What follows belongs to an exercise in optimizing a design on an open flow for small area; a production flow would make more cautious choices.
Where RTL was checked, it was by simulation tests only, not by an equivalence proof against the original.
Power and IR drop assume default switching activity.

== v48 ==
==> flow/design.v (excerpt) <==
module scsi_spc (
    input  wire        clk,
    input  wire        rst,           
    input  wire        host_cs,
    input  wire        host_we,       
    input  wire [3:0]  host_addr,     
    input  wire [7:0]  host_wdata,
    output reg  [7:0]  host_rdata,    
    output wire        irq,
    output wire        drq,
    input  wire [8:0]  scsi_ctl_i,
    input  wire [7:0]  scsi_dat_i,
    output wire [8:0]  scsi_ctl_o,
    output wire [7:0]  scsi_dat_o
);
    localparam [4:0] O_BSY = 5'h01, O_SEL = 5'h02, O_ACK = 5'h04, O_ATN = 5'h08,
                     O_RST = 5'h10;
    localparam D_1 = 1'b1;
    localparam [3:0] R_BDID = 4'd0,  R_SCTL = 4'd1,  R_SCMD = 4'd2,  R_INTS = 4'd4,
                     R_PSNS = 4'd5,  R_SSTS = 4'd6,  R_SERR = 4'd7,  R_PCTL = 4'd8,
                     R_MBC  = 4'd9,  R_DREG = 4'd10, R_TEMP = 4'd11, R_TCH  = 4'd12,
                     R_TCM  = 4'd13, R_TCL  = 4'd14;
    localparam [7:0] I_DISC = 8'h20, I_CC = 8'h10, I_SR = 8'h08, I_TO = 8'h04,
                     I_RC = 8'h01;
    localparam [4:0] S_IDLE            = 5'd0,
                     S_ARB_WAIT_FREE   = 5'd1,
                     S_ARB_PRE_BSY     = 5'd2,
                     S_ARB_ASSERT_BSY  = 5'd3,
                     S_ARB_SETTLE1     = 5'd4,
                     S_ARB_SETTLE2     = 5'd5,
                     S_ARB_WAIT        = 5'd6,
                     S_ARB_ASSERT_SEL  = 5'd7,
                     S_SEL_WAIT_FREE   = 5'd8,
                     S_SEL_PRE_ID      = 5'd9,
                     S_SEL_ASSERT_ID   = 5'd10,
                     S_SEL_ASSERT_SEL  = 5'd11,
                     S_SEL_PRE_WAIT    = 5'd12,
                     S_SEL_WAIT_BSY    = 5'd13,
                     S_SEL_SUCCESS     = 5'd14,
                     S_SEL_PRE_WAIT_A  = 5'd15,    
                     S_SEL_WAIT_BSY_A  = 5'd16,    
                     S_X_WAIT_REQ      = 5'd24,
                     S_X_SEND_DATA     = 5'd25,
                     S_X_RECV_DATA     = 5'd26,
                     S_X_SEND_ACK      = 5'd27,
                     S_X_WAIT_DEASSERT = 5'd28,
                     S_X_DEASSERT_ACK  = 5'd29,
                     S_X_WAIT_EMPTY    = 5'd30;
    reg [2:0]  bdid;
    reg [7:0]  sctl, scmd, temp, dreg;
    reg [5:0]  ints;           
    reg [7:0]  sdgc;
    reg [7:0]  pctl;           
    reg        serr_xo;
    reg [23:0] tc_inv;         
  ...
clock: 10.0 ns
lec_check: 0
abc_area: 1
cap_margin: 20
core_margin: 2
core_utilization: 75
place_density: 0.88
slew_margin: 20
standard.sh (not shown) runs the stock make flow with config.mk's settings and CLKGATE_MAP_FILE= SYNTH_SCRIPT=/design/flow/synth_recipe.tcl, a recipe that flattens the netlist after the stock synthesis.
==> flow/flow/run.sh <==
#!/bin/bash
# Layout flow: the standard ORFS flow (standard.sh), with
#  - an area-oriented ABC mapping script (flow/abc_area.script, used with ABC_AREA 1),
#  - the smallest buffer cell for the port buffers,
#  - clock tree synthesis without dummy loads, on small clock buffers.
# Registers and their names come from the standard synthesis unchanged: only the
# combinational mapping script differs.
set -euo pipefail
W=$PWD
rm -rf "$W/scripts_x"
cp -r "$FLOW_HOME/scripts" "$W/scripts_x"
cp "$W/flow/abc_area.script" "$W/scripts_x/abc_area.script"
export SCRIPTS_DIR="$W/scripts_x"
export BUFFER_PORTS_ARGS="-buffer_cell sky130_fd_sc_hd__buf_1"
export CTS_ARGS="-sink_clustering_enable -repair_clock_nets -dont_use_dummy_load -buf_list {sky130_fd_sc_hd__clkbuf_4} -sink_clustering_size 12 -sink_clustering_max_diameter 30"
bash standard.sh > "$W/orfs_flow.log" 2>&1
==> flow/flow/abc_area.script <==
strash
&get -n
&deepsyn -T 30
&put
dch
amap
strash
dch
amap
topo
stime -c
v48: full flow OK, the timing, DRC and antenna checks passed
> inputs changed (v48 -> v15)
# v48
export LEC_CHECK = 0
export ABC_AREA = 1
export CAP_MARGIN = 20
export CORE_MARGIN = 2
export CORE_UTILIZATION = 75
export PLACE_DENSITY = 0.88
export SLEW_MARGIN = 20
create_clock -name core_clock -period 10.0 [get_ports {clk}]
# v15
export LEC_CHECK = 0
export ABC_AREA = 1
export CAP_MARGIN = 20
export CORE_MARGIN = 2
export CORE_UTILIZATION = 60
export PLACE_DENSITY = 0.75
export SLEW_MARGIN = 20
create_clock -name core_clock -period 10.0 [get_ports {clk}]
--- a/flow/flow/run.sh
+++ b/flow/flow/run.sh
@@ -15 +15 @@
-export CTS_ARGS="-sink_clustering_enable -repair_clock_nets -dont_use_dummy_load -buf_list {sky130_fd_sc_hd__clkbuf_4} -sink_clustering_size 12 -sink_clustering_max_diameter 30"
+export CTS_ARGS="-sink_clustering_enable -repair_clock_nets -dont_use_dummy_load -buf_list {sky130_fd_sc_hd__clkbuf_4} -sink_clustering_size 9 -sink_clustering_max_diameter 50"
Diff v48 -> v15 | depth of the worst hold-timing path | increase of 1
Going from v48 to v15, number of filler instances in the final layout picked up an extra 596; number of tap cells added at floorplan picked up an extra 44; overall die width picked up an extra 14 µm; sequential group share of total power picked up an extra 1.0 points.
### v15 -> v38
# v15
export LEC_CHECK = 0
export ABC_AREA = 1
export CAP_MARGIN = 20
export CORE_MARGIN = 2
export CORE_UTILIZATION = 60
export PLACE_DENSITY = 0.75
export SLEW_MARGIN = 20
create_clock -name core_clock -period 10.0 [get_ports {clk}]
# v38
export LEC_CHECK = 0
export ABC_AREA = 1
export CAP_MARGIN = 20
export CORE_MARGIN = 2
export CORE_UTILIZATION = 75
export PLACE_DENSITY = 0.88
export SLEW_MARGIN = 20
create_clock -name core_clock -period 10.0 [get_ports {clk}]
### Flow results
Compared with v15, average routed wire per standard cell in v38 increased by a few percent.
Area of combinational cells with multiple inputs delta (v15 -> v38): insignificant
Between v38 and v15, the met1 routing resource usage after global routing is higher for v38.
Changes observed in v38 relative to v15: count of non-filler cells in the finished layout lost 44, number of vias per cell after detailed routing up about 8%.
Comparing shortest clock period the worst path allows after layout for v38 and v15, the smaller number came from v15.
Re net switching power of the design: v15 was lower than v38.
v38 does better than v15 on summed area of non-filler cells in the final layout.
The die area in v15 is 1.2 times that in v38.

* * *

Another version of the RTL of scsi_spc (not shown whole).
Size: about 1200 cells after synthesis, roughly 60 I/O pins, about 10000 um^2 of cells after synthesis.
Settings: LEC_CHECK=0, ABC_AREA=1, CAP_MARGIN=20, CORE_MARGIN=2, CORE_UTILIZATION=60, PLACE_DENSITY=0.75, SLEW_MARGIN=20; clock period 10.0 ns.
==> flow/flow/run.sh <==
#!/bin/bash
# Layout flow: the standard ORFS flow (standard.sh), with
#  - an area-oriented ABC mapping script (flow/abc_area.script, used with ABC_AREA 1),
#  - the smallest buffer cell for the port buffers,
#  - clock tree synthesis without dummy loads, on small clock buffers.
# Registers and their names come from the standard synthesis unchanged: only the
# combinational mapping script differs.
set -euo pipefail
W=$PWD
rm -rf "$W/scripts_x"
cp -r "$FLOW_HOME/scripts" "$W/scripts_x"
cp "$W/flow/abc_area.script" "$W/scripts_x/abc_area.script"
export SCRIPTS_DIR="$W/scripts_x"
export BUFFER_PORTS_ARGS="-buffer_cell sky130_fd_sc_hd__buf_1"
export CTS_ARGS="-sink_clustering_enable -repair_clock_nets -dont_use_dummy_load -buf_list {sky130_fd_sc_hd__clkbuf_4} -sink_clustering_size 8 -sink_clustering_max_diameter 50"
bash standard.sh > "$W/orfs_flow.log" 2>&1
Scripts as last shown in full above: flow/flow/abc_area.script
The first run went through all stages and came out clean.
Then changed:
Settings changed: CORE_UTILIZATION 60 to 40, PLACE_DENSITY 0.75 to 0.6.
- The changed run went through all stages and came out clean
- final cell count grows by a little under a tenth
- power increases slightly
- routed wire length goes up by a few percent
- via count came out lower by a few percent
- count of clock-buffer cells in the layout came out higher by 3
- die area climbs by well over a third
- critical path depth stays the same
- synthesized cell count does not change
No functional check of the RTL was part of any run of this note.

* * *

Setup of north:
scsi_spc, a different RTL version from the one above (not shown whole).
Size in the first run: ~1800 cells after synthesis, roughly 220 flip-flops, about 14000 um2 of cells after synthesis.
Settings: LEC_CHECK=0, CAP_MARGIN=20, CORE_MARGIN=2, CORE_UTILIZATION=40, CTS_BUF_LIST=sky130_fd_sc_hd__clkbuf_8, CTS_CLUSTER_SIZE=30, PLACE_DENSITY=0.6, SLEW_MARGIN=20; clock period 10.0 ns.
run.sh (not shown) runs the stock make flow with config.mk's settings and CLKGATE_MAP_FILE= SYNTH_SCRIPT=/design/flow/synth_recipe.tcl, a recipe that flattens the netlist after the stock synthesis.
Stock flow here: none of the scripts above is used.
Edits applied to the flow inputs when going from north to south:
- CTS_BUF_LIST: sky130_fd_sc_hd__clkbuf_8 -> sky130_fd_sc_hd__clkbuf_4
- CTS_CLUSTER_SIZE: 30 -> unset
==> comparison <==
north → south: top achievable clock speed saw a decrease; count of clock buffers in the final design saw an increase; overall routed net length saw little to no change; final non-filler cell area saw a decrease; worst setup slack after layout saw a decrease. Looking at clock network area share, south sits 1.2 points below north.

* * *

scsi_spc with an RTL version that a note above also has.
For scale: about 1200 cells after synthesis, about 200 flip-flops, ~60 I/O pins.
export LEC_CHECK = 0
export ABC_AREA = 1
export CAP_MARGIN = 20
export CORE_MARGIN = 2
export CORE_UTILIZATION = 60
export PLACE_DENSITY = 0.75
export SLEW_MARGIN = 20
create_clock -name core_clock -period 10.0 [get_ports {clk}]
standard.sh (not shown) runs the stock make flow with config.mk's settings and CLKGATE_MAP_FILE= SYNTH_SCRIPT=/design/flow/synth_recipe.tcl, a recipe that flattens the netlist after the stock synthesis.
==> flow/flow/run.sh <==
#!/bin/bash
# Layout flow: the standard ORFS flow (standard.sh), with
#  - an area-oriented ABC mapping script (flow/abc_area.script, used with ABC_AREA 1),
#  - the smallest buffer cell for the port buffers,
#  - clock tree synthesis without dummy loads, on small clock buffers.
# Registers and their names come from the standard synthesis unchanged: only the
# combinational mapping script differs.
set -euo pipefail
W=$PWD
rm -rf "$W/scripts_x"
cp -r "$FLOW_HOME/scripts" "$W/scripts_x"
cp "$W/flow/abc_area.script" "$W/scripts_x/abc_area.script"
export SCRIPTS_DIR="$W/scripts_x"
export BUFFER_PORTS_ARGS="-buffer_cell sky130_fd_sc_hd__buf_1"
export CTS_ARGS="-sink_clustering_enable -repair_clock_nets -dont_use_dummy_load -buf_list {sky130_fd_sc_hd__clkbuf_4} -sink_clustering_size 10 -sink_clustering_max_diameter 40"
bash standard.sh > "$W/orfs_flow.log" 2>&1
Scripts as last shown in full above: flow/flow/abc_area.script
Edit:
--- a/flow/flow/run.sh
+++ b/flow/flow/run.sh
@@ -13,4 +13,4 @@
 export SCRIPTS_DIR="$W/scripts_x"
 export BUFFER_PORTS_ARGS="-buffer_cell sky130_fd_sc_hd__buf_1"
-export CTS_ARGS="-sink_clustering_enable -repair_clock_nets -dont_use_dummy_load -buf_list {sky130_fd_sc_hd__clkbuf_4} -sink_clustering_size 10 -sink_clustering_max_diameter 40"
+export CTS_ARGS="-sink_clustering_enable -repair_clock_nets -dont_use_dummy_load -buf_list {sky130_fd_sc_hd__clkbuf_4} -sink_clustering_size 8 -sink_clustering_max_diameter 50"
 bash standard.sh > "$W/orfs_flow.log" 2>&1
- CORE_UTILIZATION: 60 -> 40
- PLACE_DENSITY: 0.75 -> 0.6
- The new run went through all stages and came out clean
- combinational power shrinks slightly
- first-iteration DRC count shrinks by a quarter to a third
- global-route usage shrinks by 11 points
- utilization shrinks by 21 points
- final area grows slightly
- maximum frequency shrinks slightly
- clock-buffer cell count grows by 3
- register-to-register slack got worse by 0.32 ns

* * *

## rev 12
Starting RTL as in the previous note.
Settings: LEC_CHECK=0, ABC_AREA=1, CAP_MARGIN=10, CORE_MARGIN=2, CORE_UTILIZATION=75, PLACE_DENSITY=0.88, SLEW_MARGIN=10; clock period 10.0 ns.
==> flow/flow/run.sh <==
#!/bin/bash
# Layout flow: the standard ORFS flow (standard.sh), with
#  - an area-oriented ABC mapping script (flow/abc_area.script, used with ABC_AREA 1),
#  - the smallest buffer cell for the port buffers,
#  - clock tree synthesis without dummy loads, on small clock buffers.
# Registers and their names come from the standard synthesis unchanged: only the
# combinational mapping script differs.
set -euo pipefail
W=$PWD
rm -rf "$W/scripts_x"
cp -r "$FLOW_HOME/scripts" "$W/scripts_x"
cp "$W/flow/abc_area.script" "$W/scripts_x/abc_area.script"
export SCRIPTS_DIR="$W/scripts_x"
export BUFFER_PORTS_ARGS="-buffer_cell sky130_fd_sc_hd__buf_1"
export CTS_ARGS="-sink_clustering_enable -repair_clock_nets -dont_use_dummy_load -buf_list {sky130_fd_sc_hd__clkbuf_4} -sink_clustering_size 9 -sink_clustering_max_diameter 50"
bash standard.sh > "$W/orfs_flow.log" 2>&1
Scripts as last shown in full above: flow/flow/abc_area.script
## Diff of input files: rev 13 against rev 12
- swapping 10 for 20 in CAP_MARGIN
- swapping 0.88 for 0.93 in PLACE_DENSITY
- swapping 10 for 20 in SLEW_MARGIN
- swapping 75 for 85 in CORE_UTILIZATION
==> run notes <==
For rev 13, the flow was terminated by a tool error in global placement without I/O (3_1_place_gp_skip_io) and produced no final design. Rev 13 against rev 12: number of distinct library cells after synthesis now sits at about the same level; x dimension of the die lost 5.9%; die span in y now sits lower. There was hardly any difference in sequential cell area fraction in the yosys report between rev 13 and rev 12. Rev 13 -> rev 12: number of flops mapped to enable cells by yosys delta 0, exact match. Rev 12 -> rev 13: adder-cell share of the synthesized area delta 0, exact match. As far as area after synthesis is concerned, rev 12 and rev 13 perform about the same. Number of cell rows is higher on rev 12. Comparing rev 13 with rev 12, the synthesized cell count came out essentially unchanged.

-- separate check: timing with driven ports --
No port has a modelled driver above. Below, the same layouts with a new extraction and two added sets of constraints. Step 1: set_driving_cell puts a clkbuf_16 on clk and a buf_2 on each other input, an assumption about the parent block. Step 2, shift: input delay + t, output delay - t, t = (earliest + latest rising clock arrival at the registers) / 2. This alone moves slack from input paths to output paths. a / b / c = ideal / step 1 / step 2; a / b = the first two.
| run | shift t [ns] | setup slack, ns | hold WS [ns] | worst register clock-pin slew, ns | pins driven straight from the clock port |
|---|---|---|---|---|---|
| v48 | 0.671 | 1.281 / 1.260 / 1.260 | 0.451 / 0.451 / 0.451 | 0.11 / 0.11 | 1 |
| v15 | 0.716 | 1.442 / 1.409 / 1.409 | 0.434 / 0.434 / 0.434 | 0.10 / 0.10 | 1 |
| v38 | 0.708 | 1.371 / 1.350 / 1.350 | 0.462 / 0.462 / 0.462 | 0.11 / 0.11 | 1 |
| the first run of note 2 | 0.716 | 1.456 / 1.432 / 1.432 | 0.444 / 0.444 / 0.444 | 0.11 / 0.11 | 1 |
| the second run of note 2 | 0.653 | 1.506 / 1.483 / 1.483 | 0.428 / 0.428 / 0.428 | 0.11 / 0.11 | 1 |
| north | 0.663 | 2.691 / 2.666 / 2.666 | 0.460 / 0.460 / 0.460 | 0.07 / 0.07 | 1 |
| south | 0.794 | 2.639 / 2.613 / 2.613 | 0.461 / 0.461 / 0.461 | 0.07 / 0.07 | 1 |
| the first run of note 4 | 0.730 | 1.539 / 1.506 / 1.506 | 0.434 / 0.434 / 0.434 | 0.12 / 0.12 | 1 |
| the second run of note 4 | 0.655 | 1.399 / 1.377 / 1.377 | 0.426 / 0.426 / 0.426 | 0.10 / 0.10 | 1 |
| rev 12 | 0.708 | 1.371 / 1.350 / 1.350 | 0.462 / 0.462 / 0.462 | 0.11 / 0.11 | 1 |
After both steps setup and hold are still met in every run listed.
